Background: an optimization exercise with open tools, aiming at small area, a short achievable clock period and few clock cycles. Do not read the settings as production practice. Only simulation tests tie the RTL to the original design; equivalence was not proved. Power figures rest on the tool's default switching activity, not on a simulated workload.

$ cat design/flow/design.v
module ipc_core #(
    parameter LEFT_TH              = 2,
    parameter RIGHT_TH             = 1,
    parameter HAZARD_TH            = 1,
    parameter CNT_W                = 16,
    parameter BCNT_W               = 8,
    parameter DIR_W                = 8,
    parameter PERSIST_VERSION      = 16'h0001,
    parameter ADDR_W               = 16,
    parameter STORE_OFFSET         = 0,
    parameter MIN_SAVE_INTERVAL_MS = 32'd10000
) (
    input  wire          clk,
    input  wire          rst,
    input  wire          cmd_valid,
    output wire          cmd_ready,
    input  wire [15:0]   cmd,
    output wire          rsp_valid,
    output wire [3:0]    rsp_status,
    input  wire          flag_1,
    input  wire          flag_2,
    input  wire          flag_buz,
    input  wire [31:0]   now_ms,
    input  wire [31:0]   wall_s,
    output reg  [1:0]    owner,
    output reg           left_led,
    output reg           right_led,
    output reg           buz_out,
    output wire [15:0]   buz_duty,
    output wire [7:0]    pat_byte,
    output reg           pat_valid,
    output reg           nv_req,
    output reg           nv_we,
    output wire [ADDR_W-1:0] nv_addr,
    output wire [7:0]    nv_len,
    output wire [159:0]  nv_wdata,
    input  wire          nv_done,
    input  wire          nv_ok,
    input  wire [159:0]  nv_rdata,
    output wire [15:0]   rec_version,
    output reg  [15:0]   rec_crc,
    output reg  [31:0]   power_on_count,
    output reg  [31:0]   runtime_minutes,
    output reg  [31:0]   service_count,
    output reg  [31:0]   last_service_ts
);
    localparam BPC   = 2;                
    localparam NSTEP = 16 / BPC;
    localparam IW    = 3;                
    localparam [1:0] IDLE = 2'd0, LEFT = 2'd1, RIGHT = 2'd2, HAZARD = 2'd3;
    localparam [3:0] ST_OK = 4'h0, ST_CORRUPT = 4'h1, ST_IO_ERROR = 4'h2,
                     ST_NOT_DUE = 4'h3, ST_ILLEGAL = 4'hF;
    localparam [3:0] OP_ARB_TICK = 4'h1, OP_BUZ_DIR = 4'h2, OP_PAT_DIR = 4'h3,
                     OP_PS_LOAD = 4'h8, OP_PS_SAVE_NOW = 4'h9,
                     OP_PS_SAVE_IF_DUE = 4'hA, OP_PS_POWER_ON = 4'hB,
                     OP_PS_MINUTE = 4'hC, OP_PS_SERVICE = 4'hD;
    localparam [15:0] CRC_ZERO = 16'h6A0A;
    localparam [1:0] B_SAVE = 2'd0,      
                     B_NVW  = 2'd1,      
                     B_NVR  = 2'd2,      
                     B_LCHK = 2'd3;      
    reg        rdy;                      
    reg        rsp_v;
    reg [3:0]  rsp_st;
    reg [1:0]  bstate;
    reg        prev_l, prev_r, prev_h;
    reg        sup_l, sup_r, sup_h;
    reg        left_cnt;                 
    reg [3:0]  buz_started, buz_phase, buz_prev;
    reg [3:0]  bcnt0, bcnt1;             
    reg [6:0]  bcnt2;                    
    reg [5:0]  bcnt3;                    
    reg [1:0]  duty_sel;                 
    reg [7:0]  pat_last_dir;
    reg [2:0]  pat_step;
    reg        pat_prev;
    reg        dirty;
    reg [31:0] last_save_ms;
    reg [31:0] now_q;                    
    reg        ver_ok;                   
    reg [15:0] crc_acc;
    reg [IW-1:0] crc_idx;
    reg        crc_run;                  
    reg        crc_val;                  
    wire w_done = !rdy && (bstate == B_NVW) && nv_done;
    assign cmd_ready  = rdy | w_done;
    assign rsp_valid  = rsp_v | w_done;
    assign rsp_status = w_done ? (nv_ok ? ST_OK : ST_IO_ERROR) : rsp_st;
    assign rec_version = PERSIST_VERSION;
    assign nv_wdata = {last_service_ts, service_count, runtime_minutes,
                       power_on_count, crc_acc, rec_version};
    assign nv_addr  = STORE_OFFSET;
    assign nv_len   = 8'd20;
    assign buz_duty = (duty_sel == 2'd1) ? 16'd750 :
                      (duty_sel == 2'd2) ? 16'd200 :
                      (duty_sel == 2'd3) ? 16'd1400 : 16'd0;
    reg [7:0] pat_lo, pat_hi;
    always @(*) begin
        case (pat_step)
            3'd1:    begin pat_lo = 8'h08; pat_hi = 8'h10; end
            3'd2:    begin pat_lo = 8'h0C; pat_hi = 8'h30; end
            3'd3:    begin pat_lo = 8'h0E; pat_hi = 8'h70; end
            3'd4:    begin pat_lo = 8'h0F; pat_hi = 8'hF0; end
            default: begin pat_lo = 8'h00; pat_hi = 8'h00; end
        endcase
    end
    assign pat_byte = ((pat_last_dir == 8'd1 || pat_last_dir == 8'd3) ? pat_lo : 8'h00) |
                      ((pat_last_dir == 8'd2 || pat_last_dir == 8'd3) ? pat_hi : 8'h00);
    wire [127:0] crc_bytes = {last_service_ts, service_count, runtime_minutes,
                              power_on_count};
    wire [8*BPC-1:0] crc_word = crc_bytes[crc_idx*8*BPC +: 8*BPC];
    function [15:0] crc16_byte;
        input [15:0] c_in;
        input [7:0]  b;
        integer k;
        reg [15:0] c;
        begin
            c = c_in ^ {b, 8'h00};
            for (k = 0; k < 8; k = k + 1)
                c = c[15] ? ({c[14:0], 1'b0} ^ 16'h1021) : {c[14:0], 1'b0};
            crc16_byte = c;
        end
    endfunction
    reg [15:0] crc_next;
    integer j;
    integer i;
    always @(*) begin
        crc_next = crc_acc;
        for (j = 0; j < BPC; j = j + 1)
            crc_next = crc16_byte(crc_next, crc_word[8*j +: 8]);
    end
    wire crc_last = crc_run && (crc_idx == NSTEP - 1);
    wire       acc     = cmd_valid & cmd_ready;
    wire [3:0] opcode  = cmd[15:12];
    wire [7:0] operand = cmd[7:0];
    wire       hi0     = (cmd[11:8] == 4'h0);
    wire       op0     = (operand == 8'd0);
    wire do_arb  = acc & hi0 & (opcode == OP_ARB_TICK) & (cmd[7:3] == 5'd0);
    wire do_buz  = acc & hi0 & (opcode == OP_BUZ_DIR);
    wire do_pat  = acc & hi0 & (opcode == OP_PAT_DIR);
    wire do_load = acc & hi0 & op0 & (opcode == OP_PS_LOAD);
    wire do_snow = acc & hi0 & op0 & (opcode == OP_PS_SAVE_NOW);
    wire do_sdue = acc & hi0 & op0 & (opcode == OP_PS_SAVE_IF_DUE);
    wire do_pon  = acc & hi0 & op0 & (opcode == OP_PS_POWER_ON);
    wire do_min  = acc & hi0 & op0 & (opcode == OP_PS_MINUTE);
    wire do_svc  = acc & hi0 & op0 & (opcode == OP_PS_SERVICE);
    wire legal   = do_arb | do_buz | do_pat | do_load | do_snow | do_sdue |
                   do_pon | do_min | do_svc;
    wire due      = dirty && !(w_done && nv_ok) && interval_over(now_ms, last_save_ms);
    wire do_save  = do_snow | (do_sdue & due);       
    function carry32;
        input [31:0] a;
        input [31:0] b;
        input        cin;
        reg [31:0] g, p;
        integer w, k;
        begin
            g = a & b;
            p = a | b;
            for (w = 1; w < 32; w = w * 2)
                for (k = 0; k + w < 32; k = k + 2 * w) begin
                    g[k] = g[k + w] | (p[k + w] & g[k]);
                    p[k] = p[k + w] & p[k];
                end
            carry32 = g[0] | (p[0] & cin);
        end
    endfunction
    function interval_over;
        input [31:0] now;
        input [31:0] last;
        reg [31:0] c, s, k;
        reg        b, c2;
        begin
            c  = 32'd0 - MIN_SAVE_INTERVAL_MS;
            s  = now ^ ~last ^ c;
            k  = (now & ~last) | (now & c) | (~last & c);
            b  = carry32(now, ~last, 1'b1);
            c2 = carry32(s, {k[30:0], 1'b1}, 1'b0);
            interval_over = b ? (c2 & k[31]) : (c2 | k[31]);
        end
    endfunction
    reg [1:0] a_owner;
    reg       a_sup_l, a_sup_r, a_sup_h;
    reg       a_left_led, a_right_led, a_left_cnt;
    reg       b_l, b_r, b_h;
    reg       rise_l, rise_r, rise_h, fall_l, fall_r, fall_h;
    reg       trig_l, trig_r, trig_h;
    always @(*) begin
        b_l = operand[0];
        b_r = operand[1];
        b_h = operand[2];
        a_owner     = owner;
        a_sup_l     = sup_l;
        a_sup_r     = sup_r;
        a_sup_h     = sup_h;
        a_left_led  = left_led;
        a_right_led = right_led;
        a_left_cnt  = left_cnt;
        rise_l = b_l & ~prev_l;  fall_l = ~b_l & prev_l;
        rise_r = b_r & ~prev_r;  fall_r = ~b_r & prev_r;
        rise_h = b_h & ~prev_h;  fall_h = ~b_h & prev_h;
        if (fall_l) a_sup_l = 1'b0;
        if (fall_r) a_sup_r = 1'b0;
        if (fall_h) a_sup_h = 1'b0;
        trig_l = rise_l & ~a_sup_l;
        trig_r = rise_r & ~a_sup_r;
        trig_h = rise_h & ~a_sup_h;
        if (trig_l) begin
            a_owner = LEFT;  a_sup_r = 1'b1; a_sup_h = 1'b1;
            a_left_cnt = 1'b0; a_right_led = 1'b0;
        end
        if (trig_r) begin
            a_owner = RIGHT; a_sup_l = 1'b1; a_sup_h = 1'b1;
            a_left_led = 1'b0;
        end
        if (trig_h) begin
            a_owner = HAZARD; a_sup_l = 1'b1; a_sup_r = 1'b1;
        end
        if (a_owner == LEFT && fall_l) begin
            a_owner = IDLE; a_left_led = 1'b0;
        end else if (a_owner == RIGHT && fall_r) begin
            a_owner = IDLE; a_right_led = 1'b0;
        end else if (a_owner == HAZARD && fall_h) begin
            a_owner = IDLE; a_left_led = 1'b0; a_right_led = 1'b0;
        end
        case (a_owner)
            IDLE: begin
                a_left_led = 1'b0; a_right_led = 1'b0;
                a_left_cnt = 1'b0;
            end
            LEFT: begin
                a_right_led = 1'b0;
                if (a_left_cnt) a_left_led = ~a_left_led;
                a_left_cnt = ~a_left_cnt;
            end
            RIGHT: begin
                a_left_led  = 1'b0;
                a_right_led = ~a_right_led;
            end
            default: begin
                a_left_led  = ~a_left_led;
                a_right_led = a_left_led;
            end
        endcase
    end
    wire [3:0] buz_sel      = {operand == 8'd4, operand == 8'd3,
                               operand == 8'd2, operand == 8'd1};
    wire       buz_in_range = |buz_sel;
    wire [3:0] buz_edge     = {4{flag_buz}} ^ buz_prev;
    wire [4:0] inc0 = bcnt0 + 1'b1;
    wire [4:0] inc1 = bcnt1 + 1'b1;
    wire [6:0] inc2 = bcnt2 + 1'b1;
    wire [5:0] inc3 = bcnt3 + 1'b1;
    wire [3:0] buz_end = {buz_phase[3] ? (inc3 == 6'd10) : (inc3 == 6'd40),
                          buz_phase[2] ? 1'b1            : (inc2 == 7'd100),
                          buz_phase[1] ? (inc1 == 5'd2)  : (inc1 == 5'd16),
                          buz_phase[0] ? (inc0 == 5'd2)  : (inc0 == 5'd16)};
    wire last_in_range = (pat_last_dir >= 8'd1) && (pat_last_dir <= 8'd3);
    wire last_flag     = (pat_last_dir == 8'd2) ? flag_2 : flag_1;
    wire new_flag      = (operand[1:0] == 2'd2) ? flag_2 : flag_1;
    wire pat_new       = (operand != pat_last_dir);
    wire pat_adv       = !pat_new && last_in_range && (last_flag != pat_prev);
    always @(posedge clk) begin
        begin
            rsp_v     <= 1'b0;
            pat_valid <= 1'b0;
            if (crc_run) begin
                crc_acc <= crc_next;
                crc_idx <= crc_idx + 1'b1;
                if (crc_last) begin
                    crc_run <= 1'b0;
                    crc_val <= 1'b1;
                end
            end
            if (!rdy) begin
                case (bstate)
                B_SAVE: begin
                    if (crc_val | crc_last) begin
                        nv_req  <= 1'b1;
                        nv_we   <= 1'b1;
                        bstate  <= B_NVW;
                    end
                end
                B_NVW: begin
                    rec_crc <= crc_acc;
                    if (nv_done) begin
                        nv_req <= 1'b0;
                        if (nv_ok) begin
                            last_save_ms <= now_q;
                            dirty        <= 1'b0;
                        end
                        rdy <= 1'b1;
                    end
                end
                B_NVR: begin
                    if (nv_done) begin
                        nv_req <= 1'b0;
                        if (nv_ok) begin
                            rec_crc         <= nv_rdata[31:16];
                            power_on_count  <= nv_rdata[63:32];
                            runtime_minutes <= nv_rdata[95:64];
                            service_count   <= nv_rdata[127:96];
                            last_service_ts <= nv_rdata[159:128];
                            ver_ok          <= (nv_rdata[15:0] == PERSIST_VERSION);
                            crc_acc         <= 16'hFFFF;
                            crc_idx         <= {IW{1'b0}};
                            crc_run         <= 1'b1;
                            crc_val         <= 1'b0;
                            bstate          <= B_LCHK;
                        end else begin
                            rec_crc         <= 16'h0000;
                            power_on_count  <= 32'd0;
                            runtime_minutes <= 32'd0;
                            service_count   <= 32'd0;
                            last_service_ts <= 32'd0;
                            crc_acc         <= CRC_ZERO;
                            crc_run         <= 1'b0;
                            crc_val         <= 1'b1;
                            rsp_st      <= ST_CORRUPT;
                            rsp_v           <= 1'b1;
                            rdy             <= 1'b1;
                        end
                    end
                end
                default: begin  
                    if (crc_val) begin
                        if (!ver_ok || crc_acc != rec_crc) begin
                            rec_crc         <= 16'h0000;
                            power_on_count  <= 32'd0;
                            runtime_minutes <= 32'd0;
                            service_count   <= 32'd0;
                            last_service_ts <= 32'd0;
                            crc_acc         <= CRC_ZERO;
                            rsp_st      <= ST_CORRUPT;
                        end else begin
                            rsp_st      <= ST_OK;
                        end
                        rsp_v <= 1'b1;
                        rdy   <= 1'b1;
                    end
                end
                endcase
            end
            if (acc) begin
                rsp_st <= legal ? ST_OK : ST_ILLEGAL;
                rsp_v      <= 1'b1;
            end
            if (do_arb) begin
                owner     <= a_owner;
                sup_l     <= a_sup_l;
                sup_r     <= a_sup_r;
                sup_h     <= a_sup_h;
                left_led  <= a_left_led;
                right_led <= a_right_led;
                left_cnt  <= a_left_cnt;
                prev_l    <= b_l;
                prev_r    <= b_r;
                prev_h    <= b_h;
            end
            if (do_buz) begin
                if (buz_in_range) begin
                    duty_sel <= buz_sel[3] ? 2'd3 : buz_sel[2] ? 2'd2 : 2'd1;
                    for (i = 0; i < 4; i = i + 1) begin
                        if (buz_sel[i]) begin
                            if (!buz_started[i]) begin
                                buz_phase[i]   <= 1'b1;
                                buz_started[i] <= 1'b1;
                                buz_prev[i]    <= flag_buz;
                                buz_out        <= 1'b1;
                            end else if (buz_edge[i]) begin
                                buz_prev[i] <= flag_buz;
                                if (buz_end[i]) begin
                                    buz_phase[i] <= ~buz_phase[i];
                                    buz_out      <= ~buz_phase[i];
                                end
                            end
                        end
                    end
                    if (buz_sel[0] && (!buz_started[0] || buz_edge[0]))
                        bcnt0 <= (!buz_started[0] || buz_end[0]) ? 4'd0 : inc0[3:0];
                    if (buz_sel[1] && (!buz_started[1] || buz_edge[1]))
                        bcnt1 <= (!buz_started[1] || buz_end[1]) ? 4'd0 : inc1[3:0];
                    if (buz_sel[2] && (!buz_started[2] || buz_edge[2]))
                        bcnt2 <= (!buz_started[2] || buz_end[2]) ? 7'd0 : inc2;
                    if (buz_sel[3] && (!buz_started[3] || buz_edge[3]))
                        bcnt3 <= (!buz_started[3] || buz_end[3]) ? 6'd0 : inc3;
                end else begin
                    buz_out     <= 1'b0;
                    buz_started <= 4'b0;
                end
            end
            if (do_pat) begin
                if (pat_new) begin
                    pat_step     <= 3'd0;
                    pat_last_dir <= operand;
                    pat_prev     <= new_flag;
                    pat_valid    <= 1'b1;
                end else if (pat_adv) begin
                    pat_prev  <= last_flag;
                    pat_step  <= (pat_step == 3'd4) ? 3'd0 : pat_step + 3'd1;
                    pat_valid <= 1'b1;
                end
            end
            if (do_min) begin
                runtime_minutes <= runtime_minutes + 32'd1;
                dirty           <= 1'b1;
            end
            if (do_svc) begin
                service_count   <= service_count + 32'd1;
                last_service_ts <= wall_s;
                dirty           <= 1'b1;
            end
            if (do_pon) begin
                power_on_count <= power_on_count + 32'd1;
                dirty          <= 1'b1;
            end
            if (do_min | do_svc | do_pon) begin
                crc_acc <= 16'hFFFF;
                crc_idx <= {IW{1'b0}};
                crc_run <= 1'b1;
                crc_val <= 1'b0;
            end
            if (do_sdue & !due) rsp_st <= ST_NOT_DUE;
            if (do_snow | do_sdue | do_pon) now_q <= now_ms;
            if (do_save & (crc_val | crc_last)) begin
                nv_req  <= 1'b1;
                nv_we   <= 1'b1;
                bstate  <= B_NVW;
                rsp_v   <= 1'b0;
                rdy     <= 1'b0;
            end else if (do_save | do_pon) begin
                bstate  <= B_SAVE;
                rsp_v   <= 1'b0;
                rdy     <= 1'b0;
            end
            if (do_load) begin
                crc_run <= 1'b0;                 
                crc_val <= 1'b0;
                nv_req <= 1'b1;
                nv_we  <= 1'b0;
                dirty  <= 1'b0;
                bstate <= B_NVR;
                rsp_v  <= 1'b0;
                rdy    <= 1'b0;
            end
        end
        if (rst) begin
            rdy          <= 1'b1;
            rsp_v        <= 1'b0;
            owner        <= IDLE;
            prev_l       <= 1'b0; prev_r <= 1'b0; prev_h <= 1'b0;
            sup_l        <= 1'b0; sup_r  <= 1'b0; sup_h  <= 1'b0;
            left_led     <= 1'b0;
            right_led    <= 1'b0;
            left_cnt     <= 1'b0;
            buz_started  <= 4'b0;
            buz_out      <= 1'b0;
            duty_sel     <= 2'd0;
            pat_last_dir <= 8'd0;
            pat_valid    <= 1'b0;
            nv_req       <= 1'b0;
            rec_crc         <= 16'h0000;
            power_on_count  <= 32'd0;
            runtime_minutes <= 32'd0;
            service_count   <= 32'd0;
            last_service_ts <= 32'd0;
            dirty           <= 1'b0;
            last_save_ms    <= 32'd0;
            crc_acc      <= CRC_ZERO;
            crc_run      <= 1'b0;
            crc_val      <= 1'b1;
        end
    end
endmodule
$ cat design/flow/flow/run.sh
#!/bin/bash
# The standard layout, with every input and output port buffered by a
# sky130_fd_sc_hd__buf_1 instead of the default port buffer cell.
set -euo pipefail
bash standard.sh BUFFER_PORTS_ARGS="-buffer_cell sky130_fd_sc_hd__buf_1" finish > standard_flow.log 2>&1
$ cat design/flow/standard.sh
#!/bin/bash
# synth_recipe.tcl (not shown) runs the flow's synth.tcl, then flattens the netlist and writes it again
# the make line also repeats each setting of config.mk as NAME=value (left out here)
make -C /OpenROAD-flow-scripts/flow DESIGN_CONFIG=/design/flow/config.mk WORK_HOME=/design/flow/orfs CLKGATE_MAP_FILE= SYNTH_SCRIPT=/design/flow/synth_recipe.tcl "${@:-finish}"
$ cat design/flow/config.mk
export PLATFORM = sky130hd
export DESIGN_NAME = ipc_core
export DESIGN_NICKNAME = ipc_core
export VERILOG_FILES = /design/flow/design.v
export SDC_FILE = /design/flow/constraint.sdc
export NUM_CORES = 4
export LEC_CHECK = 0
export CAP_MARGIN = 20
export CORE_MARGIN = 2
export CORE_UTILIZATION = 50
export PLACE_DENSITY = 0.7
export SETUP_SLACK_MARGIN = 1.8
export SLEW_MARGIN = 20
$ cat design/flow/constraint.sdc
create_clock -name core_clock -period 5.0 [get_ports {clk}]
set_input_delay 1.0000 -clock core_clock [delete_from_list [all_inputs] [get_ports {clk}]]
set_output_delay 1.0000 -clock core_clock [all_outputs]
set_load 0.01 [all_outputs]
==> out/qor.yml, run 1 <==
die:
  boundaryPins: 630
  die_x_um: 203
  core.rowCount: 72
  start_util_pct: 50.8
  die-area_mm2: 0.0411
  core_mm2: 0.0388
  dieHeight_um: 203
timing:
  timing.final.ws_setup_ns: 1.81
  timing.slew.headroom_pct: 26.8
  max_freq_mhz: 314
  min_period_ns: 3.19
  rsz0062_at_grt: "true"
  period_share_pct: 63.7
  worstMarginPinSlew_ns: 1.10
  hold_ws_ns: 0.436
  timing.final.max_slew_violations: 0
  fin_skew_ns: 0.0110
  finalSetupViolCount: 0
  setup_tns_ns: 0
  hold_viol: 0
setup_path:
  reg2reg_from: "crc_idx[0]"
  r2r_end: "crc_acc[6]"
  end_kind: "flip-flop"
  arrival_ns: 3.64
  crit_fanout: 3
  r2r_cells: 9
  path_class: "input port to flip-flop"
  reg2reg_slack_ns: 1.92
  startpoint_type: "input port"
  cp.required_ns: 5.45
cts:
  postCtsHoldBufs: 0
  clkTransAtPathRegs_ns: 0.05
  cts-root-buf: "clkbuf_16"
  cts_tree: "done"
  clock-sinks: 300
  cts_htree_levels: 2
  cts_buffers: 37
  clk-insertion-delay-late_ns: 0.56
  cts_max_path_buffers: 3
logic_synthesis:
  synthDistinctLibCells: 78
  synth_seq_area_share_pct: 33.8
  syn_inst: 2338
  ys_warn_count: 1
  syn_area_mm2: 0.0197
  synth_edf_count: 66
  ys_ff_latch: 300
  async_reset_ff_share_pct: 0
  synthFlopType: "dfxtp_1"
  syn_avg_cell_area_um2: 8.44
placed_design:
  place_inst: 3188
  dp_hpwl_mm: 61.2
  placed_area_mm2: 0.0211
  port_buffers: 567
  pre_cts_ws_ns: 0.807
  place_congestion: 0.983
global_route:
  grt_max_degree: 91
  antenna_found_initial: 38
  overflow: 0
  grt_pass1_vias: 17800
  grt_pass1_wl_mm: 114
  grtUsageTotal_pct: 37.0
power_and_ir_drop:
  p_int_mw: 4.14
  p_seq_share_pct: 45.6
  combinationalPowerShare_pct: 5.1
  switching_share_pct: 23.6
  total_power_mw: 5.42
  power_switching_mw: 1.28
  max-vdd-ir-drop_mv: 0.197
  p_leak_nw: 8.27
  power_density_mw_per_mm2: 238
  pwr-share-clk_pct: 49.3
routing:
  drc_errors: 0
  routedWlPerCell_um: 24.2
  wirelength_mm: 79.9
  drt_pass1_iterations: 6
  ant_nets: 0
  vias_per_cell: 5.98
  drtIter0Drc: 2043
  num_vias: 19700
layout:
  fin_cells: 3297
  fillCellCount: 3676
  num-nets-final: 3074
  syn_to_final_growth_pct: 15.4
  final_area_mm2: 0.0228
  utilization_pct: 58.6
  ff_latch_area_mm2: 0.00668
  multi_input_area_mm2: 0.0113
  drive_above_1_share_pct: 7.76
hold_path:
  hold_start: "rsp_st[2]"
  hold_path_class: "flip-flop to flip-flop"
  min_to: "rsp_st[2]"
  hold_depth: 2
outcome:
  outcome: "complete, no violations"
job:
  max-cap-violations: 0
==> routing by layer <==
| metal | vias up | GRT usage (%) | part of all wire, % |
|---|---|---|---|
| met5 | - | 0 | 0.016 |
| met4 | 2 | 26.9 | 7.8 |
| met3 | 223 | 6.34 | 8.8 |
| met2 | 1128 | 56.7 | 44 |
| met1 | 9429 | 47.2 | 39 |
| li1 | 8923 | - | - |
==> cells in the final DEF, fill, tap and decap left out, drive strengths merged, types with 7 or more instances in the layout <==
cell type	instances
edfxtp	66
a222oi	8
nor3	51
a31oi	17
diode	33
and4	9
nand3	95
mux2i	38
o22ai	7
nand2b	13
dfxtp	234
clkinv	8
a221oi	26
nand2	241
a22oi	30
nor2b	17
a21o	9
a2111oi	10
xor2	33
nor4	35
xnor2	76
nand4	25
mux4	32
nor2	220
inv	105
or3	8
o21ai	74
clkbuf	59
a21oi	189
conb	62
nor3b	27
o211ai	9
a211oi	21
buf	600
a311oi	44
and3	48
ha	106
and2	19
==> worst max path at each step <==
| stage | startpoint | endpoint | slack [ns] | cells past startpoint |
|---|---|---|---|---|
| 6_report | now_ms[8] | rsp_v | 1.81 | 12 |
| 3_5_place_dp | cmd[6] | service_count[10] | 0.81 | 8 |
| 3_3_place_gp | cmd[6] | service_count[28] | 0.99 | 9 |
| 4_1_cts | nv_done | rsp_status[1] | 1.65 | 7 |
| 2_1_floorplan | cmd[9] | buz_phase[0] | 1.79 | 7 |
| 5_1_grt | now_ms[8] | rsp_v | 1.68 | 12 |
==> kinds of logic (layout without fill, tap and decap cells) <==
| group | Yosys count | count (layout) | share of synthesized area (%) |
|---|---|---|---|
| flip-flops | 300 | 300 | 33.8 |
| multiplexers | 73 | 73 | 5.93 |
| AND/OR/NAND/NOR | 834 | 834 | 20.2 |
| XOR/XNOR | 110 | 110 | 5.33 |
| adder cells (fa/ha/maj) | 110 | 110 | 6.92 |
| AO/OA/AOI/OAI | 483 | 483 | 15.8 |
| other | 2 | 95 | 0.0380 |
| buffers and inverters | 426 | 774 | 12.0 |
==> Yosys cell counts (10+ instances only) <==
master	n	share of area, %
a2111oi_0	10	0.44
a211oi_1	21	0.80
a21oi_1	189	4.8
a221oi_1	26	1.2
a22oi_1	30	1.1
a311oi_1	44	2.0
a31oi_1	17	0.54
and2_1	19	0.60
and3_1	48	1.5
buf_4	197	7.5
clkbuf_1	106	2.0
dfxtp_1	234	24
edfxtp_1	66	10
ha_1	106	6.7
inv_1	104	2.0
mux2i_1	37	1.9
mux4_2	26	3.0
nand2_1	241	4.6
nand2b_1	13	0.41
nand3_1	95	2.4
nand4_1	25	0.79
nor2_1	220	4.2
nor2b_1	17	0.54
nor3_1	50	1.3
nor3b_1	27	1.0
nor4_1	34	1.1
o21ai_0	70	1.8
xnor2_1	67	3.0
xor2_1	32	1.4
==> flip-flops by register name, indices dropped and copies added, names as in the netlist, 3 cells and up <==
register         cells
pat_step             3
last_save_ms        32
buz_started          4
now_q               32
bcnt0                4
runtime_minutes     32
pat_last_dir         8
bcnt1                4
rec_crc             16
crc_acc             16
service_count       32
buz_phase            4
power_on_count      32
last_service_ts     32
buz_prev             4
crc_idx              3
rsp_st               3
bcnt2                7
bcnt3                6
==> critical path: stages <==
cell and delay, ns:
buf_1 0.15, inv_1 0.08, ha_1 0.22, nor4_2 0.30
nand2_1 0.14, a311o_1 0.36, a21oi_2 0.18, a2111oi_2 0.09
buf_4 0.17, maj3_2 0.32, a31o_2 0.29, a2111oi_4 0.34
==> area by class of cell <==
| cell class | instances | share of cell area [%] |
|---|---|---|
| antenna | 33 | 0.363 |
| clock buffer | 54 | 4.84 |
| clock inverter | 11 | 0.374 |
| inverter | 104 | 1.71 |
| multi-input combinational | 1672 | 49.5 |
| sequential | 300 | 29.3 |
| tap | 518 | 2.85 |
| timing repair buffer | 605 | 11.0 |
==> power by group through the flow <==
| stage | sequential, mW | clock (mW) | combinational [mW] |
|---|---|---|---|
| floorplan | 2.53 | 0 | 0.166 |
| CTS | 2.47 | 2.70 | 0.266 |
| global route | 2.47 | 2.78 | 0.301 |
| finish | 2.47 | 2.67 | 0.276 |
| global placement | 2.53 | 0 | 0.257 |
| detailed placement | 2.53 | 0 | 0.261 |
==> timing repair <==
action,CTS,global route
resized for setup,32,47
pin swaps,2,12
endpoints found under the hold margin,0,0
endpoints found under the setup margin,182,120
setup buffers,4,6
Testbench counts, summed over its fixed seeds: cycles 25,579.
==> run 2: changes to the inputs <==
--- a/design/flow/design.v
+++ b/design/flow/design.v
@@ -48,3 +48,2 @@
     localparam NSTEP = 16 / BPC;
-    localparam IW    = 3;                
     localparam [1:0] IDLE = 2'd0, LEFT = 2'd1, RIGHT = 2'd2, HAZARD = 2'd3;
@@ -81,3 +80,3 @@
     reg [15:0] crc_acc;
-    reg [IW-1:0] crc_idx;
+    reg [NSTEP-1:0] crc_idx;             
     reg        crc_run;                  
@@ -110,3 +109,9 @@
                               power_on_count};
-    wire [8*BPC-1:0] crc_word = crc_bytes[crc_idx*8*BPC +: 8*BPC];
+    reg [8*BPC-1:0] crc_word;
+    integer m;
+    always @(*) begin
+        crc_word = {8*BPC{1'b0}};
+        for (m = 0; m < NSTEP; m = m + 1)
+            crc_word = crc_word | (crc_bytes[m*8*BPC +: 8*BPC] & {8*BPC{crc_idx[m]}});
+    end
     function [15:0] crc16_byte;
@@ -131,3 +136,3 @@
     end
-    wire crc_last = crc_run && (crc_idx == NSTEP - 1);
+    wire crc_last = crc_run && crc_idx[NSTEP-1];
     wire       acc     = cmd_valid & cmd_ready;
@@ -268,3 +273,3 @@
                 crc_acc <= crc_next;
-                crc_idx <= crc_idx + 1'b1;
+                crc_idx <= {crc_idx[NSTEP-2:0], 1'b0};
                 if (crc_last) begin
@@ -305,3 +310,3 @@
                             crc_acc         <= 16'hFFFF;
-                            crc_idx         <= {IW{1'b0}};
+                            crc_idx         <= {{NSTEP-1{1'b0}}, 1'b1};
                             crc_run         <= 1'b1;
@@ -418,3 +423,3 @@
                 crc_acc <= 16'hFFFF;
-                crc_idx <= {IW{1'b0}};
+                crc_idx <= {{NSTEP-1{1'b0}}, 1'b1};
                 crc_run <= 1'b1;
--- a/design/flow/config.mk
+++ b/design/flow/config.mk
@@ -10,2 +10,4 @@
 export CORE_UTILIZATION = 50
+export CTS_CLUSTER_DIAMETER = 60
+export CTS_CLUSTER_SIZE = 25
 export PLACE_DENSITY = 0.7
==> run 2 against run 1 <==
  * Still clean on timing, DRC and antenna
  * Clock skew rose by 0.0056 ns
  * Global-route usage rose by 1.1 points
  * Area after synthesis is 0.50% lower
  * First-iteration DRC count up 14%
  * Critical endpoint is now bstate[0]
  * Highest routed layer unchanged
==> out/qor.yml, run 2 <==
outcome:
  outcome: "complete, no violations"
cts:
  clock-sinks: 305
  cts_tree: "done"
  cts_htree_levels: 2
  cts_max_path_buffers: 3
  cts_buffers: 34
  clkTransAtPathRegs_ns: 0.07
  clk-insertion-delay-late_ns: 0.54
  postCtsHoldBufs: 0
  cts-root-buf: "clkbuf_16"
die:
  die-area_mm2: 0.0409
  dieHeight_um: 202
  die_x_um: 202
  boundaryPins: 630
  start_util_pct: 50.7
  core_mm2: 0.0387
  core.rowCount: 72
global_route:
  grt_max_degree: 81
  overflow: 0
  grt_pass1_vias: 18500
  grtUsageTotal_pct: 38.2
  antenna_found_initial: 14
  grt_pass1_wl_mm: 118
layout:
  final_cell_mix: "buf_1, nand2_1, dfxtp_1"
  drive_above_1_share_pct: 6.84
  fillCellCount: 3670
  syn_to_final_growth_pct: 15.0
  final_area_mm2: 0.0226
  num-nets-final: 3139
  mostFrequentLayoutCell: "buf_1"
logic_synthesis:
  synth_most_common_cell: "nand2_1"
  syn_avg_cell_area_um2: 8.18
  yosysTopAreaCell: "dfxtp_1"
  ys_warn_count: 1
  ys_ff_latch: 305
  syn_inst: 2401
  synthAdderAreaFrac_pct: 6.93
  synthFlopType: "dfxtp_1"
  synthXorXnorAreaFrac_pct: 5.49
  synth_seq_area_share_pct: 34.5
  yosys.area_share.simple_pct: 20.9
  synth-compound-area-share_pct: 18.4
  synth_area_leaders: "dfxtp_1, edfxtp_1, buf_4"
  yosysTopAreaCellShare_pct: 24.4
  synth_top_family_by_area: "simple AND/OR/NAND/NOR gates"
  syn_area_mm2: 0.0196
  synth_edf_count: 66
  synthDistinctLibCells: 82
  synthTopCellsByCount: "nand2_1, dfxtp_1, nor2_1"
  yosys-mux-area-fraction_pct: 1.61
  async_reset_ff_share_pct: 0
routing:
  vias_per_cell: 6.08
  dr.max_layer_used: "met5"
  wl_met1_mm: 31.2
  drc_errors: 0
  met2_length_mm: 35.7
  ant_nets: 0
  wl_met3_mm: 8.70
  routedWlPerCell_um: 24.6
  wirelength_mm: 82.1
  num_vias: 20300
  drtIter0Drc: 2324
  drt_pass1_iterations: 8
setup_path:
  path_class: "input port to flip-flop"
  cp.required_ns: 5.46
  end_kind: "flip-flop"
  startpoint_type: "input port"
  reg2reg_slack_ns: 1.91
  crit_fanout: 11
  arrival_ns: 3.59
job:
  max-cap-violations: 0
timing:
  period_share_pct: 62.6
  timing.final.ws_setup_ns: 1.87
  timing.final.max_slew_violations: 0
  finalSetupViolCount: 0
  max_freq_mhz: 319
  hold_viol: 0
  timing.slew.headroom_pct: 26.7
  rsz0062_at_grt: "true"
  min_period_ns: 3.13
  worstMarginPinSlew_ns: 1.10
  setup_tns_ns: 0
  fin_skew_ns: 0.0165
hold_path:
  hold_path_class: "flip-flop to flip-flop"
placed_design:
  place_congestion: 1.02
  placed_area_mm2: 0.0210
  port_buffers: 567
  pre_cts_ws_ns: 0.982
  dp_hpwl_mm: 62.5
power_and_ir_drop:
  p_seq_share_pct: 46.1
  max-vdd-ir-drop_mv: 0.227
  switching_share_pct: 24.6
  power_switching_mw: 1.34
  p_leak_nw: 8.13
  pwr-share-clk_pct: 48.4
  power_density_mw_per_mm2: 241
  combinationalPowerShare_pct: 5.5
  p_int_mw: 4.11
-- run 2: cells by family after synthesis --
group | after synthesis
AO/OA/AOI/OAI | 554
XOR/XNOR | 111
adder cells (fa/ha/maj) | 110
buffers and inverters | 433
flip-flops | 305
multiplexers | 31
other | 2
AND/OR/NAND/NOR | 855
-- run 2: metal layers --
| metal | track usage (%) | vias up |
|---|---|---|
| met5 | 0 | - |
| met4 | 25.3 | 6 |
| met3 | 8.48 | 267 |
| met2 | 58.9 | 1291 |
| met1 | 48.0 | 9636 |
| li1 | - | 9084 |
-- run 2: worst max-delay path, cell delays in order --
cell	delay [ns]
buf_1	0.07
buf_4	0.17
or3b_2	0.52
nor4_4	0.21
buf_4	0.19
nand2_4	0.12
or3_4	0.44
nor2_1	0.09
nor4b_1	0.27
a31oi_1	0.10
o2111ai_2	0.18
mux2i_1	0.22
-- run 2: repair_timing --
item / 4_1_cts / 5_1_grt
gates resized for setup: 21 / 44
setup endpoints to repair: 235 / 129
gates cloned: 0 / 3
setup buffers: 6 / 11
pin swaps: 3 / 4
-- run 2: power groups by stage --
stage / logic [mW] / registers (mW) / clock network, mW
3_5_place_dp: 0.286 / 2.57 / 0
6_report: 0.300 / 2.51 / 2.63
4_1_cts: 0.290 / 2.51 / 2.65
5_1_grt: 0.326 / 2.51 / 2.75
3_3_place_gp: 0.284 / 2.57 / 0
2_1_floorplan: 0.179 / 2.57 / 0
-- run 2: final timing paths --
check             start          end  cells after the start
max              cmd[0]    bstate[0]                     12
min           rsp_st[2]    rsp_st[2]                      1
max reg2reg  crc_idx[7]  crc_acc[15]                     10
min reg2reg   rsp_st[2]    rsp_st[2]                      1
-- run 2: cell type report --
cell class              instances  area, um^2  area share, %
flip-flops and latches        305        6770           30.0
multi-input cells            1724       11000           48.8
repair buffers                613        2560           11.3
inverters                     109         409           1.81
clock inverters                17         186          0.825
well taps                     518         648           2.87
diodes                         10        25.0          0.111
clock buffers                  41         961           4.25
-- run 2: through the flow --
| step | instances | util [%] | hold slack, ns | power [mW] |
|---|---|---|---|---|
| 2_1_floorplan | 2461 | - | 0.418 | 2.75 |
| 3_3_place_gp | 3249 | 54.1 | 0.436 | 2.85 |
| 3_5_place_dp | 3249 | 54.1 | 0.442 | 2.85 |
| 4_1_cts | 3313 | 57.5 | 0.457 | 5.46 |
| 5_1_grt | 3337 | 58.3 | 0.485 | 5.59 |
| 6_report | 3337 | 58.3 | 0.457 | 5.45 |
Testbench counts of run 2, summed over its fixed seeds: cycles 25,579.
==> run 3: changes to the inputs <==
--- a/design/flow/config.mk
+++ b/design/flow/config.mk
@@ -10,4 +10,2 @@
 export CORE_UTILIZATION = 50
-export CTS_CLUSTER_DIAMETER = 60
-export CTS_CLUSTER_SIZE = 25
 export PLACE_DENSITY = 0.7
==> run 3 against run 2 <==
  * Global-route usage rose by 0.11 points
  * Critical path depth unchanged
  * Non-clock buffer count is 2 lower
  * Sequential power about the same
  * Critical path type unchanged
  * Critical endpoint unchanged
  * Largest power group unchanged
==> out/qor.yml, run 3 <==
die:
  core.rowCount: 72
  core_mm2: 0.0387
  die_x_um: 202
  boundaryPins: 630
  dieHeight_um: 202
  start_util_pct: 50.7
  die-area_mm2: 0.0409
routing:
  wirelength_mm: 82.2
  routedWlPerCell_um: 24.6
  drtIter0Drc: 2239
  drc_errors: 0
  vias_per_cell: 6.02
  num_vias: 20100
  ant_nets: 0
  drt_pass1_iterations: 8
logic_synthesis:
  synth_most_common_cell: "nand2_1"
  ys_ff_latch: 305
  synthDistinctLibCells: 82
  async_reset_ff_share_pct: 0
  syn_avg_cell_area_um2: 8.18
  synth_edf_count: 66
  syn_inst: 2401
  yosysTopAreaCellShare_pct: 24.4
  yosysTopAreaCell: "dfxtp_1"
  synth_seq_area_share_pct: 34.5
  synth_area_leaders: "dfxtp_1, edfxtp_1, buf_4"
  synthTopCellsByCount: "nand2_1, dfxtp_1, nor2_1"
  ys_warn_count: 1
  synthFlopType: "dfxtp_1"
  syn_area_mm2: 0.0196
cts:
  clk-insertion-delay-late_ns: 0.56
  cts_buffers: 37
  cts_htree_levels: 2
  cts_max_path_buffers: 3
  postCtsHoldBufs: 0
  cts-root-buf: "clkbuf_16"
  clock-sinks: 305
  cts_tree: "done"
  clkTransAtPathRegs_ns: 0.06
timing:
  hold_viol: 0
  fin_skew_ns: 0.0290
  timing.final.ws_setup_ns: 1.82
  rsz0062_at_grt: "true"
  worstMarginPinSlew_ns: 1.09
  timing.slew.headroom_pct: 27.6
  timing.final.max_slew_violations: 0
  min_period_ns: 3.18
  finalSetupViolCount: 0
  period_share_pct: 63.7
  max_freq_mhz: 314
  hold_ws_ns: 0.456
  setup_tns_ns: 0
layout:
  utilization_pct: 58.5
  fillCellCount: 3687
  drive_above_1_share_pct: 6.54
  fin_cells: 3342
  final_cell_mix: "buf_1, nand2_1, nor2_1, dfxtp_1, a21oi_1"
  final_area_mm2: 0.0227
  num-nets-final: 3140
  syn_to_final_growth_pct: 15.4
  mostFrequentLayoutCell: "buf_1"
power_and_ir_drop:
  max-vdd-ir-drop_mv: 0.182
  p_leak_nw: 8.18
  power_density_mw_per_mm2: 254
  total_power_mw: 5.76
setup_path:
  path_class: "input port to flip-flop"
  slowest_stage: "or3b_2"
  critPathTopFamily: "simple AND/OR/NAND/NOR gates"
  cp_common_cell: "buf_4"
  worstPathCellList: "buf_1 > buf_4 > or3b_2 > nor4_4 > buf_4 > nand2_4 > or3_1 > nor2_1 > nor4b_1 > a31oi_1 > o2111ai_2 > mux2i_1"
  critPathBufInv: 3
  crit_fanout: 11
  r2r_cells: 10
  end_kind: "flip-flop"
  reg2reg_from: "crc_idx[7]"
  cp.required_ns: 5.49
  reg2reg_slack_ns: 1.87
  crit_path_max_incr_delay_ns: 0.52
  startpoint_type: "input port"
  arrival_ns: 3.67
  r2r_end: "crc_acc[15]"
global_route:
  antenna_found_initial: 14
  grt_max_degree: 81
  grt_pass1_vias: 18600
  grtUsageTotal_pct: 38.3
  overflow: 0
  grt_pass1_wl_mm: 118
placed_design:
  pre_cts_ws_ns: 0.982
  dp_hpwl_mm: 62.5
  placed_area_mm2: 0.0210
  place_inst: 3249
  place_congestion: 1.02
  port_buffers: 567
hold_path:
  hold_depth: 1
  min_to: "rsp_st[2]"
  hold_path_class: "flip-flop to flip-flop"
  hold_start: "rsp_st[2]"
job:
  max-cap-violations: 0
outcome:
  outcome: "complete, no violations"
run 3: repair_timing:
action	in CTS	in global routing
pin swaps	3	5
buffers inserted	7	9
gates resized for setup	21	32
cloned	0	2
setup endpoints to repair	236	88
run 3: layout make-up:
type,count,area (um^2),share of cell area [%]
Multi-Input combinational cell,1724,11000,48.5
Sequential cell,305,6770,29.9
Timing Repair Buffer,611,2510,11.1
Clock buffer,52,1090,4.83
Tap cell,518,648,2.86
Inverter,109,409,1.80
Clock inverter,13,214,0.944
Antenna cell,10,25.0,0.110
run 3: power breakdown:
group	switching, mW	total [mW]	internal, mW
combinational	0.203	0.299	0.0963
sequential	0.00216	2.51	2.51
clock	1.12	2.95	1.83
total	1.32	5.76	4.44
run 3: worst max path at each step:
stage | startpoint | to | slack (ns) | depth (start not counted)
4_1_cts | cmd[9] | power_on_count[12] | 1.80 | 10
3_5_place_dp | cmd[9] | service_count[17] | 0.98 | 8
2_1_floorplan | cmd[3] | bstate[0] | 1.80 | 7
6_report | cmd[0] | bstate[0] | 1.82 | 12
3_3_place_gp | cmd[9] | service_count[11] | 1.11 | 10
5_1_grt | cmd[12] | service_count[17] | 1.70 | 9
run 3: metal layers:
metal | share of wire (%) | GRT usage, % | up-vias | wire [um]
li1 | - | - | 9073 | -
met5 | 0.041 | 0 | - | 34
met1 | 38 | 47.8 | 9587 | 31500
met4 | 7.9 | 27.1 | 6 | 6530
met2 | 44 | 58.5 | 1220 | 35900
met3 | 10 | 8.69 | 234 | 8270
run 3: cells by family (layout without fill, tap and decap cells):
| family | after synthesis | after routing | share of synthesized area (%) |
|---|---|---|---|
| DFF | 305 | 305 | 34.5 |
| other | 2 | 72 | 0.0382 |
| AOI/OAI and AO/OA | 554 | 554 | 18.4 |
| buffers and inverters | 433 | 785 | 12.1 |
| xor gates and xnor gates | 111 | 111 | 5.49 |
| and+or+nand+nor | 855 | 856 | 20.9 |
| muxes | 31 | 31 | 1.61 |
| adders and majority gates | 110 | 110 | 6.93 |
==> run 4: changes to the inputs <==
--- a/design/flow/config.mk
+++ b/design/flow/config.mk
@@ -11,3 +11,3 @@
 export PLACE_DENSITY = 0.7
-export SETUP_SLACK_MARGIN = 1.8
+export SETUP_SLACK_MARGIN = 2.25
 export SLEW_MARGIN = 20
==> run 4 against run 3 <==
  * Still clean
  * Clock power fell by 7.8%
  * Worst setup slack improved by 0.20 ns
  * Hold slack improved by 0.017 ns
  * Largest cell class unchanged
  * Highest routed layer is now met4
==> out/qor.yml, run 4 <==
outcome:
  outcome: "complete, no violations"
logic_synthesis:
  synthDistinctLibCells: 82
  ys_ff_latch: 305
  yosysTopAreaCell: "dfxtp_1"
  synthFlopType: "dfxtp_1"
  syn_inst: 2401
  synth_edf_count: 66
  synthTopCellsByCount: "nand2_1, dfxtp_1, nor2_1"
  yosysTopAreaCellShare_pct: 24.4
  synth_seq_area_share_pct: 34.5
  synth_most_common_cell: "nand2_1"
  async_reset_ff_share_pct: 0
  synth_area_leaders: "dfxtp_1, edfxtp_1, buf_4"
  syn_avg_cell_area_um2: 8.18
  syn_area_mm2: 0.0196
  ys_warn_count: 1
setup_path:
  r2r_cells: 11
  arrival_ns: 1.99
  crit_fanout: 4
  startpoint_type: "flip-flop"
  path_class: "flip-flop to output port"
  end_kind: "output port"
  cp.required_ns: 4.00
placed_design:
  port_buffers: 567
  dp_hpwl_mm: 57.7
  place_inst: 3250
  place_congestion: 0.952
cts:
  cts_tree: "done"
  clkTransAtPathRegs_ns: 0.06
  clk-insertion-delay-late_ns: 0.55
  cts_htree_levels: 2
  postCtsHoldBufs: 0
  cts-root-buf: "clkbuf_16"
  cts_buffers: 36
  cts_max_path_buffers: 3
  clock-sinks: 305
timing:
  hold_viol: 0
  max_freq_mhz: 335
  min_period_ns: 2.99
  timing.final.max_slew_violations: 0
  rsz0062_at_grt: "true"
  finalSetupViolCount: 0
  fin_skew_ns: 0.0121
  worstMarginPinSlew_ns: 1.10
  setup_tns_ns: 0
  period_share_pct: 59.7
  timing.slew.headroom_pct: 27.0
  hold_ws_ns: 0.473
global_route:
  grt_pass1_vias: 19000
  antenna_found_initial: 1
  overflow: 0
  grtUsageTotal_pct: 37.4
  grt_max_degree: 99
  grt_pass1_wl_mm: 117
die:
  boundaryPins: 630
  die_x_um: 202
  die-area_mm2: 0.0409
  core.rowCount: 72
  start_util_pct: 50.7
  dieHeight_um: 202
  core_mm2: 0.0387
routing:
  wirelength_mm: 83.5
  drt_pass1_iterations: 6
  wl_met1_mm: 31.1
  wl_met3_mm: 8.20
  met2_length_mm: 39.8
  num_vias: 21100
  drtIter0Drc: 2472
  drc_errors: 0
  vias_per_cell: 6.08
  ant_nets: 0
  dr.max_layer_used: "met4"
  routedWlPerCell_um: 24.1
layout:
  fillCellCount: 3238
  drive_above_1_share_pct: 20.1
  num-nets-final: 3275
  fin_cells: 3467
  final_cell_mix: "buf_1, nand2_1, nor2_1"
  syn_to_final_growth_pct: 29.6
  mostFrequentLayoutCell: "buf_1"
power_and_ir_drop:
  pwr-share-clk_pct: 49.0
  power_density_mw_per_mm2: 219
  max-vdd-ir-drop_mv: 0.271
  p_seq_share_pct: 45.1
  power_switching_mw: 1.32
  p_int_mw: 4.24
  combinationalPowerShare_pct: 5.9
  switching_share_pct: 23.7
  p_leak_nw: 9.42
hold_path:
  hold_depth: 2
  hold_path_class: "flip-flop to flip-flop"
job:
  max-cap-violations: 0
-- run 4: cell counts after synthesis --
Identical to the previous run, type by type.
-- run 4: cell type report --
class                           instances  area [um^2]  area share [%]
Inverter                              109          422            1.66
Sequential cell                       305         6850            26.9
Clock buffer                           54         1100            4.34
Timing Repair Buffer                  743         3940            15.5
Clock inverter                          8         87.6           0.344
Multi-Input combinational cell       1728        12400            48.7
Antenna cell                            2         5.00          0.0197
Tap cell                              518          648            2.55
-- run 4: final timing paths --
path	startpoint	slack (ns)	to
setup / recovery	pat_last_dir[5]	2.01	pat_byte[2]
hold / removal	prev_h	0.47	prev_h
setup reg to reg	last_save_ms[0]	2.14	rsp_v
hold reg to reg	prev_h	0.47	prev_h
-- run 4: worst max-delay path: stages (launching register included) --
cell and delay, ns:
dfxtp_2 0.33, or4_4 0.54, nor3_4 0.20, nand2_2 0.12, nor2_1 0.12, buf_2 0.14
-- run 4: kinds of logic after synthesis --
| kind of cell | synth area share [%] |
|---|---|
| muxes | 1.61 |
| and+or+nand+nor | 20.9 |
| buffers and inverters | 12.1 |
| AOI/OAI and AO/OA | 18.4 |
| DFF | 34.5 |
| other | 0.0382 |
| adders and majority gates | 6.93 |
| xor gates and xnor gates | 5.49 |
-- run 4: routing by layer --
layer	vias to the layer above	track usage (%)
met5	-	0
met3	268	7.03
met2	1266	62.1
met1	10200	46.9
met4	0	17.9
li1	9352	-
-- run 4: timing repair --
action / in CTS / in global routing
buffers inserted: 65 / 73
endpoints found under the setup margin: 287 / 217
gates cloned: 7 / 8
gates resized for setup: 201 / 251
pin swaps: 58 / 106
-- run 4: power by group through the flow --
stage	Sequential, mW	Combinational (mW)	Clock [mW]
2_1_floorplan	2.57	0.184	0
3_3_place_gp	2.57	0.284	0
3_5_place_dp	2.57	0.289	0
4_1_cts	2.51	0.311	2.72
5_1_grt	2.51	0.353	2.83
6_report	2.51	0.329	2.72
-- run 4: metrics by stage --
stage	setup WS (ns)	cell area, um^2	total power [mW]	util (%)
5_1_grt	1.94	25400	5.69	65.7
3_5_place_dp	1.11	21300	2.86	54.9
3_3_place_gp	1.21	21300	2.85	54.9
4_1_cts	1.97	23800	5.54	61.4
2_1_floorplan	1.81	20300	2.75	-
6_report	2.01	25400	5.56	65.7
==> run 5: changes to the inputs <==
--- a/design/flow/config.mk
+++ b/design/flow/config.mk
@@ -10,4 +10,6 @@
 export CORE_UTILIZATION = 50
+export CTS_CLUSTER_DIAMETER = 60
+export CTS_CLUSTER_SIZE = 25
 export PLACE_DENSITY = 0.7
-export SETUP_SLACK_MARGIN = 2.25
+export SETUP_SLACK_MARGIN = 2.0
 export SLEW_MARGIN = 20
==> run 5 against run 4 <==
  * Still clean
  * Register-to-register slack lost 0.05 ns
  * Hold slack lost 0.028 ns
  * Worst setup slack lost 0.041 ns
  * Combinational power shrank 6%
  * Critical endpoint is now rsp_v
  * Largest cell class unchanged
  * Highest routed layer is now met5
==> out/qor.yml, run 5 <==
cts:
  cts_buffers: 36
  cts_max_path_buffers: 3
  clkTransAtPathRegs_ns: 0.07
  cts_tree: "done"
  clock-sinks: 305
  clk-insertion-delay-late_ns: 0.57
  cts_htree_levels: 2
  cts-root-buf: "clkbuf_16"
  postCtsHoldBufs: 0
routing:
  wirelength_mm: 84.4
  vias_per_cell: 6.05
  num_vias: 20500
  drc_errors: 0
  drtIter0Drc: 2297
  ant_nets: 0
  drt_pass1_iterations: 9
  routedWlPerCell_um: 24.9
power_and_ir_drop:
  total_power_mw: 5.80
  max-vdd-ir-drop_mv: 0.229
  power_density_mw_per_mm2: 246
  p_leak_nw: 8.58
hold_path:
  hold_path_class: "flip-flop to flip-flop"
global_route:
  grt_max_degree: 149
  grt_pass1_vias: 18400
  grt_pass1_wl_mm: 119
  overflow: 0
  antenna_found_initial: 20
  grtUsageTotal_pct: 38.8
setup_path:
  cp_common_cell: "maj3_2"
  slowest_stage: "maj3_2"
  end_kind: "flip-flop"
  worstPathCellList: "buf_2 > inv_4 > ha_4 > maj3_2 > maj3_2 > o211ai_1 > nand3_1 > a41oi_2 > o21bai_1 > maj3_2 > nor2b_4 > a2111oi_4"
  path_class: "input port to flip-flop"
  crit_fanout: 3
  critPathTopFamily: "adder cells"
  arrival_ns: 3.49
  startpoint_type: "input port"
  cp.required_ns: 5.46
  critPathBufInv: 2
  crit_path_max_incr_delay_ns: 0.37
die:
  dieHeight_um: 202
  start_util_pct: 50.7
  die-area_mm2: 0.0409
  core_mm2: 0.0387
  boundaryPins: 630
  core.rowCount: 72
  die_x_um: 202
layout:
  syn_to_final_growth_pct: 19.8
  drive_above_1_share_pct: 11.5
  fillCellCount: 3548
  mostFrequentLayoutCell: "buf_1"
  final_cell_mix: "buf_1, nand2_1, nor2_1"
  utilization_pct: 60.8
  num-nets-final: 3182
  final_area_mm2: 0.0235
logic_synthesis:
  synth_seq_area_share_pct: 34.5
  yosysTopAreaCell: "dfxtp_1"
  async_reset_ff_share_pct: 0
  ys_warn_count: 1
  synthTopCellsByCount: "nand2_1, dfxtp_1, nor2_1"
  synth_edf_count: 66
  synthDistinctLibCells: 82
  synthFlopType: "dfxtp_1"
  yosysTopAreaCellShare_pct: 24.4
  syn_avg_cell_area_um2: 8.18
  syn_inst: 2401
  synth_most_common_cell: "nand2_1"
  synth_area_leaders: "dfxtp_1, edfxtp_1, buf_4"
  ys_ff_latch: 305
  syn_area_mm2: 0.0196
timing:
  worstMarginPinSlew_ns: 0.952
  rsz0062_at_grt: "true"
  timing.final.ws_setup_ns: 1.97
  timing.slew.headroom_pct: 36.5
  setup_tns_ns: 0
  finalSetupViolCount: 0
  period_share_pct: 60.5
  fin_skew_ns: 0.0257
  min_period_ns: 3.03
  max_freq_mhz: 330
  timing.final.max_slew_violations: 0
  hold_viol: 0
placed_design:
  placed_area_mm2: 0.0210
  place_congestion: 1.00
  pre_cts_ws_ns: 1.02
  port_buffers: 567
  dp_hpwl_mm: 63.2
outcome:
  outcome: "complete, no violations"
job:
  max-cap-violations: 0
run 5: cell count changes in the layout (fill, tap and decap cells not counted), sizes merged, moves of 2 or more:
cell,delta
bufinv,+3
clkbuf,-13
inv,+11
o21a,-2
diode,+14
buf,-86
run 5: routing by layer:
layer,GRT usage [%],part of all wire [%]
met4,26.1,7.5
met2,59.4,44
met5,0,0.084
met3,10.3,11
met1,48.0,38
run 5: final timing paths:
check,startpoint,end,slack [ns],depth (start not counted)
worst min-delay path,rsp_st[2],rsp_st[2],0.45,1
worst max register to register,power_on_count[2],crc_acc[7],2.09,9
worst min register to register,rsp_st[2],rsp_st[2],0.45,1
worst max-delay path,now_ms[0],rsp_v,1.97,12
run 5: through the flow:
step	hold WS, ns	cells
after detailed placement	0.431	3247
after CTS	0.446	3335
final	0.445	3392
after global routing	0.480	3389
after global placement	0.433	3247
after floorplan	0.418	2461
run 5: timing repair:
action,in CTS,in global routing
buffers inserted,21,38
setup endpoints to repair,276,147
resized for setup,73,95
endpoints found under the hold margin,0,0
pin swaps,19,32
cloned,1,3
run 5: power by group:
| group | switching (mW) | internal, mW |
|---|---|---|
| logic | 0.208 | 0.102 |
| registers | 0.00226 | 2.51 |
| clock network | 1.26 | 1.72 |
run 5: cell type report:
| cell class | instances | area [um^2] | share of cell area (%) |
|---|---|---|---|
| multi-input combinational | 1725 | 11400 | 48.4 |
| sequential | 305 | 6800 | 28.9 |
| timing repair buffer | 653 | 2900 | 12.3 |
| clock buffer | 43 | 970 | 4.12 |
| tap | 518 | 648 | 2.75 |
| inverter | 109 | 419 | 1.78 |
| clock inverter | 23 | 359 | 1.53 |
| antenna | 16 | 40.0 | 0.170 |
run 5: logic make-up after synthesis:
kind of cell	share of synthesized area [%]
simple gates	20.9
compound gates	18.4
buf+inv	12.1
flops	34.5
xor+xnor	5.49
fa+ha+maj	6.93
mux	1.61
other cells	0.0382
==> run 6: changes to the inputs <==
--- a/design/flow/config.mk
+++ b/design/flow/config.mk
@@ -10,6 +10,4 @@
 export CORE_UTILIZATION = 50
-export CTS_CLUSTER_DIAMETER = 60
-export CTS_CLUSTER_SIZE = 25
 export PLACE_DENSITY = 0.7
-export SETUP_SLACK_MARGIN = 2.0
+export SETUP_SLACK_MARGIN = 2.1
 export SLEW_MARGIN = 20
==> run 6 against run 5 <==
  * Register-to-register slack better by 0.02 ns
  * Area after synthesis unchanged
  * Via count down 1.4%
  * Hold slack better by 0.021 ns
  * Critical path type is now flip-flop to output port
  * Still clean on timing, DRC and antenna
  * Combinational power down 3%
  * Sequential cell count unchanged
==> out/qor.yml, run 6 <==
outcome:
  outcome: "complete, no violations"
layout:
  fin_cells: 3369
  fillCellCount: 3583
  final_cell_mix: "buf_1, nand2_1, nor2_1"
  drive_above_1_share_pct: 12.5
  num-nets-final: 3170
  ff_latch_area_mm2: 0.00682
  syn_to_final_growth_pct: 19.7
  utilization_pct: 60.7
  multi_input_area_mm2: 0.0115
  mostFrequentLayoutCell: "buf_1"
setup_path:
  r2r_end: "power_on_count[27]"
  end_kind: "output port"
  arrival_ns: 2.01
  reg2reg_slack_ns: 2.11
  r2r_cells: 9
  path_class: "flip-flop to output port"
  cp.required_ns: 4.00
  crit_fanout: 4
  reg2reg_from: "power_on_count[13]"
  startpoint_type: "flip-flop"
logic_synthesis:
  synthFlopType: "dfxtp_1"
  yosysTopAreaCell: "dfxtp_1"
  synth_edf_count: 66
  ys_warn_count: 1
  synthTopCellsByCount: "nand2_1, dfxtp_1, nor2_1"
  synthDistinctLibCells: 82
  syn_inst: 2401
  synth_seq_area_share_pct: 34.5
  synth_most_common_cell: "nand2_1"
  syn_avg_cell_area_um2: 8.18
  async_reset_ff_share_pct: 0
  synth_area_leaders: "dfxtp_1, edfxtp_1, buf_4"
  yosysTopAreaCellShare_pct: 24.4
  ys_ff_latch: 305
  syn_area_mm2: 0.0196
cts:
  clock-sinks: 305
  cts-root-buf: "clkbuf_16"
  postCtsHoldBufs: 0
  cts_max_path_buffers: 3
  cts_htree_levels: 2
  cts_tree: "done"
  cts_buffers: 37
  clkTransAtPathRegs_ns: 0.06
  clk-insertion-delay-late_ns: 0.57
routing:
  drtIter0Drc: 1887
  num_vias: 20200
  ant_nets: 0
  routedWlPerCell_um: 23.8
  wirelength_mm: 80.1
  vias_per_cell: 6.01
  drc_errors: 0
  drt_pass1_iterations: 6
global_route:
  grt_pass1_vias: 18400
  overflow: 0
  grt_max_degree: 85
  grt_pass1_wl_mm: 115
  antenna_found_initial: 9
  grtUsageTotal_pct: 37.2
die:
  boundaryPins: 630
  die-area_mm2: 0.0409
  die_x_um: 202
  dieHeight_um: 202
  core.rowCount: 72
  core_mm2: 0.0387
  start_util_pct: 50.7
timing:
  finalSetupViolCount: 0
  rsz0062_at_grt: "true"
  worstMarginPinSlew_ns: 1.13
  setup_tns_ns: 0
  fin_skew_ns: 0.0346
  min_period_ns: 3.01
  max_freq_mhz: 332
  timing.final.max_slew_violations: 0
  hold_viol: 0
  timing.slew.headroom_pct: 24.5
  period_share_pct: 60.2
placed_design:
  port_buffers: 567
  dp_hpwl_mm: 59.6
  place_inst: 3246
  place_congestion: 0.926
power_and_ir_drop:
  power_density_mw_per_mm2: 241
  p_leak_nw: 8.60
  max-vdd-ir-drop_mv: 0.278
hold_path:
  hold_path_class: "flip-flop to flip-flop"
  min_to: "prev_h"
  hold_depth: 2
  hold_start: "prev_h"
job:
  max-cap-violations: 0
run 6: cell counts after synthesis:
No cell type changed its count.
run 6: cell type report:
class / instances / share of cell area, %
inverters: 109 / 1.78
flip-flops and latches: 305 / 29.0
well taps: 518 / 2.76
clock buffers: 56 / 4.77
repair buffers: 640 / 12.2
multi-input cells: 1725 / 48.8
clock inverters: 12 / 0.639
diodes: 4 / 0.0426
run 6: worst max-delay path by stage:
stage                    start            end  cells past startpoint
2_1_floorplan           cmd[3]      bstate[0]                      7
6_report           pat_step[0]    pat_byte[4]                      5
3_5_place_dp         now_ms[1]          rsp_v                     12
4_1_cts              bstate[1]  rsp_status[1]                      7
5_1_grt        pat_last_dir[6]    pat_byte[4]                      5
3_3_place_gp         now_ms[1]          rsp_v                     12
run 6: kinds of logic (layout without fill, tap and decap cells):
kind of cell    after synthesis  in the layout  synth area share (%)
xor+xnor                    111            111                  5.49
simple gates                855            856                  20.9
compound gates              554            555                  18.4
flops                       305            305                  34.5
mux                          31             31                  1.61
buf+inv                     433            817                  12.1
fa+ha+maj                   110            110                  6.93
other cells                   2             66                0.0382
run 6: timing repair:
action / 4_1_cts / 5_1_grt
gates resized for setup: 91 / 111
hold endpoints to repair: 0 / 0
endpoints found under the setup margin: 164 / 168
buffers inserted: 18 / 28
pin swaps: 24 / 39
cloned: 4 / 1
run 6: metal layers:
| metal | GRT usage, % | part of all wire (%) | vias to the layer above |
|---|---|---|---|
| li1 | - | - | 9149 |
| met2 | 59.6 | 46 | 1225 |
| met5 | 0 | 0.056 | - |
| met1 | 46.3 | 38 | 9621 |
| met4 | 20.1 | 6.1 | 6 |
| met3 | 9.05 | 11 | 236 |
run 6: where the power goes:
group          total, mW  internal (mW)  switching (mW)
Combinational      0.301          0.104           0.197
Clock               2.85           1.71            1.14
Sequential          2.51           2.51         0.00248
Total               5.67           4.33            1.34
run 6: worst max-delay path: stages, from the launching register on:
cell and delay [ns]:
edfxtp_1 0.45, ha_2 0.23, or3_4 0.41, o21ai_4 0.18
nor2_2 0.06, buf_2 0.13
run 6: through the flow:
| step | total power [mW] | cell area (um^2) | hold slack [ns] | setup slack (ns) |
|---|---|---|---|---|
| detailed placement | 2.85 | 21100 | 0.449 | 1.25 |
| global route | 5.82 | 23500 | 0.476 | 1.93 |
| finish | 5.67 | 23500 | 0.466 | 1.99 |
| CTS | 5.67 | 22900 | 0.462 | 1.93 |
| global placement | 2.85 | 21100 | 0.436 | 1.30 |
| floorplan | 2.75 | 20100 | 0.418 | 1.81 |
==> run 7: changes to the inputs <==
--- a/design/flow/config.mk
+++ b/design/flow/config.mk
@@ -9,4 +9,4 @@
 export CORE_MARGIN = 2
-export CORE_UTILIZATION = 50
-export PLACE_DENSITY = 0.7
+export CORE_UTILIZATION = 55
+export PLACE_DENSITY = 0.75
 export SETUP_SLACK_MARGIN = 2.1
==> run 7 against run 6 <==
  * Critical path type is now input port to flip-flop
  * Sequential cell count is the same
  * Critical path depth grew 7
  * Combinational power is essentially flat
  * Synthesized cell count is the same
  * Final cell count shrank 0.95%
==> out/qor.yml, run 7 <==
logic_synthesis:
  synthXorXnorAreaFrac_pct: 5.49
  synth_top_family_by_area: "simple AND/OR/NAND/NOR gates"
  synthAdderAreaFrac_pct: 6.93
  synthFlopType: "dfxtp_1"
  yosys-mux-area-fraction_pct: 1.61
  syn_area_mm2: 0.0196
  async_reset_ff_share_pct: 0
  yosysTopAreaCellShare_pct: 24.4
  syn_inst: 2401
  synth_edf_count: 66
  ys_ff_latch: 305
  yosysTopAreaCell: "dfxtp_1"
  synth_most_common_cell: "nand2_1"
  ys_warn_count: 1
  syn_avg_cell_area_um2: 8.18
  synthDistinctLibCells: 82
  yosys.area_share.simple_pct: 20.9
  synth_seq_area_share_pct: 34.5
  synthTopCellsByCount: "nand2_1, dfxtp_1, nor2_1"
  synth-compound-area-share_pct: 18.4
  synth_area_leaders: "dfxtp_1, edfxtp_1, buf_4"
timing:
  hold_viol: 0
  min_period_ns: 3.04
  timing.final.max_slew_violations: 0
  rsz0062_at_grt: "true"
  max_freq_mhz: 329
  finalSetupViolCount: 0
  period_share_pct: 60.8
  fin_skew_ns: 0.0125
  timing.slew.headroom_pct: 32.9
  worstMarginPinSlew_ns: 1.01
  setup_tns_ns: 0
layout:
  drive_above_1_share_pct: 13.0
  final_cell_mix: "buf_1, nand2_1, nor2_1"
  syn_to_final_growth_pct: 20.7
  fin_cells: 3337
  mostFrequentLayoutCell: "buf_1"
  num-nets-final: 3201
routing:
  drtIter0Drc: 2483
  num_vias: 20500
  wirelength_mm: 77.0
  vias_per_cell: 6.15
  drt_pass1_iterations: 8
  ant_nets: 0
  routedWlPerCell_um: 23.1
  drc_errors: 0
global_route:
  overflow: 0
  grt_pass1_vias: 18100
  antenna_found_initial: 2
  grtUsageTotal_pct: 38.5
  grt_max_degree: 96
  grt_pass1_wl_mm: 109
setup_path:
  reg2reg_slack_ns: 2.14
  startpoint_type: "input port"
  cp.required_ns: 5.41
  reg2reg_from: "bstate[1]"
  r2r_end: "crc_run"
  arrival_ns: 3.45
  end_kind: "flip-flop"
  path_class: "input port to flip-flop"
  crit_fanout: 3
  r2r_cells: 12
cts:
  cts_tree: "done"
  clock-sinks: 305
  cts_buffers: 36
  cts_htree_levels: 2
  clkTransAtPathRegs_ns: 0.06
  clk-insertion-delay-late_ns: 0.52
  cts-root-buf: "clkbuf_16"
  cts_max_path_buffers: 3
  postCtsHoldBufs: 0
job:
  max-cap-violations: 0
die:
  dieHeight_um: 193
  start_util_pct: 55.5
  core.rowCount: 69
  boundaryPins: 630
  die-area_mm2: 0.0372
  die_x_um: 193
  core_mm2: 0.0354
placed_design:
  place_inst: 3195
  port_buffers: 567
  dp_hpwl_mm: 55.7
  place_congestion: 0.969
hold_path:
  hold_path_class: "flip-flop to flip-flop"
  hold_start: "rsp_st[2]"
  min_to: "rsp_st[2]"
  hold_depth: 1
power_and_ir_drop:
  p_leak_nw: 8.77
  max-vdd-ir-drop_mv: 0.226
  power_density_mw_per_mm2: 230
outcome:
  outcome: "complete, no violations"
[run 7: cell counts after synthesis]
Identical to the previous run, type by type.
[run 7: worst max path at each step]
| stage | from | end | slack, ns | cells past startpoint |
|---|---|---|---|---|
| global placement | now_ms[1] | rsp_v | 1.28 | 12 |
| finish | now_ms[13] | rsp_v | 1.96 | 12 |
| floorplan | cmd[3] | bstate[0] | 1.81 | 7 |
| global route | now_ms[1] | rsp_v | 1.84 | 12 |
| detailed placement | now_ms[1] | rsp_v | 1.23 | 12 |
| CTS | bstate[1] | cmd_ready | 2.00 | 5 |
[run 7: worst max-delay path: stages]
cell and delay (ns):
buf_1 0.17, inv_1 0.07, ha_1 0.30, nor2b_1 0.14, maj3_1 0.35, nand2_1 0.07
o221ai_1 0.14, a41oi_4 0.32, o21bai_4 0.07, maj3_2 0.34, nor2b_4 0.17, a2111oi_4 0.29
[run 7: kinds of logic after synthesis]
group	after synthesis
compound gates	554
xor+xnor	111
fa+ha+maj	110
buf+inv	433
flops	305
mux	31
other cells	2
simple gates	855
[run 7: cell type report]
class,count,area (um^2)
Timing Repair Buffer,670,3140
Multi-Input combinational cell,1727,11600
Clock inverter,18,170
Inverter,109,419
Tap cell,461,577
Antenna cell,1,2.50
Clock buffer,46,1010
Fill cell,3037,11700
Sequential cell,305,6800
[run 7: power breakdown]
| group | switching [mW] | internal (mW) |
|---|---|---|
| Clock | 1.06 | 1.58 |
| Sequential | 0.00245 | 2.51 |
| Combinational | 0.199 | 0.105 |
| Total | 1.27 | 4.20 |
[run 7: through the flow]
step / worst slack (ns) / power, mW / utilization [%] / hold WS [ns] / instance area [um^2]
6_report: 1.96 / 5.46 / 67.0 / 0.459 / 23700
5_1_grt: 1.84 / 5.59 / 67.0 / 0.490 / 23700
4_1_cts: 2.00 / 5.45 / 64.7 / 0.447 / 22900
3_5_place_dp: 1.23 / 2.85 / 59.6 / 0.434 / 21100
3_3_place_gp: 1.28 / 2.84 / 59.6 / 0.431 / 21100
2_1_floorplan: 1.81 / 2.75 / - / 0.418 / 20100
[run 7: routing by layer]
layer / vias to the layer above / part of all wire (%) / GRT usage [%]
met1: 9758 / 37 / 49.9
met3: 244 / 10 / 6.59
met2: 1332 / 46 / 62.8
met4: 2 / 5.8 / 18.0
met5: - / 0.017 / 0
li1: 9196 / - / -
[run 7: repair_timing]
action                     4_1_cts  5_1_grt
gates resized for setup         98      115
buffers inserted                32       38
gates cloned                     5        2
setup endpoints to repair      283      189
pin swaps                       27       46

Re-timed with assumed drivers on the ports (clkbuf_16 on the clock, buf_2 on other inputs), run 7 has 1.959 ns of setup slack against 1.961 ns with ideal ports, and 1.395 ns once port delays also move by the mid clock arrival of 0.564 ns.
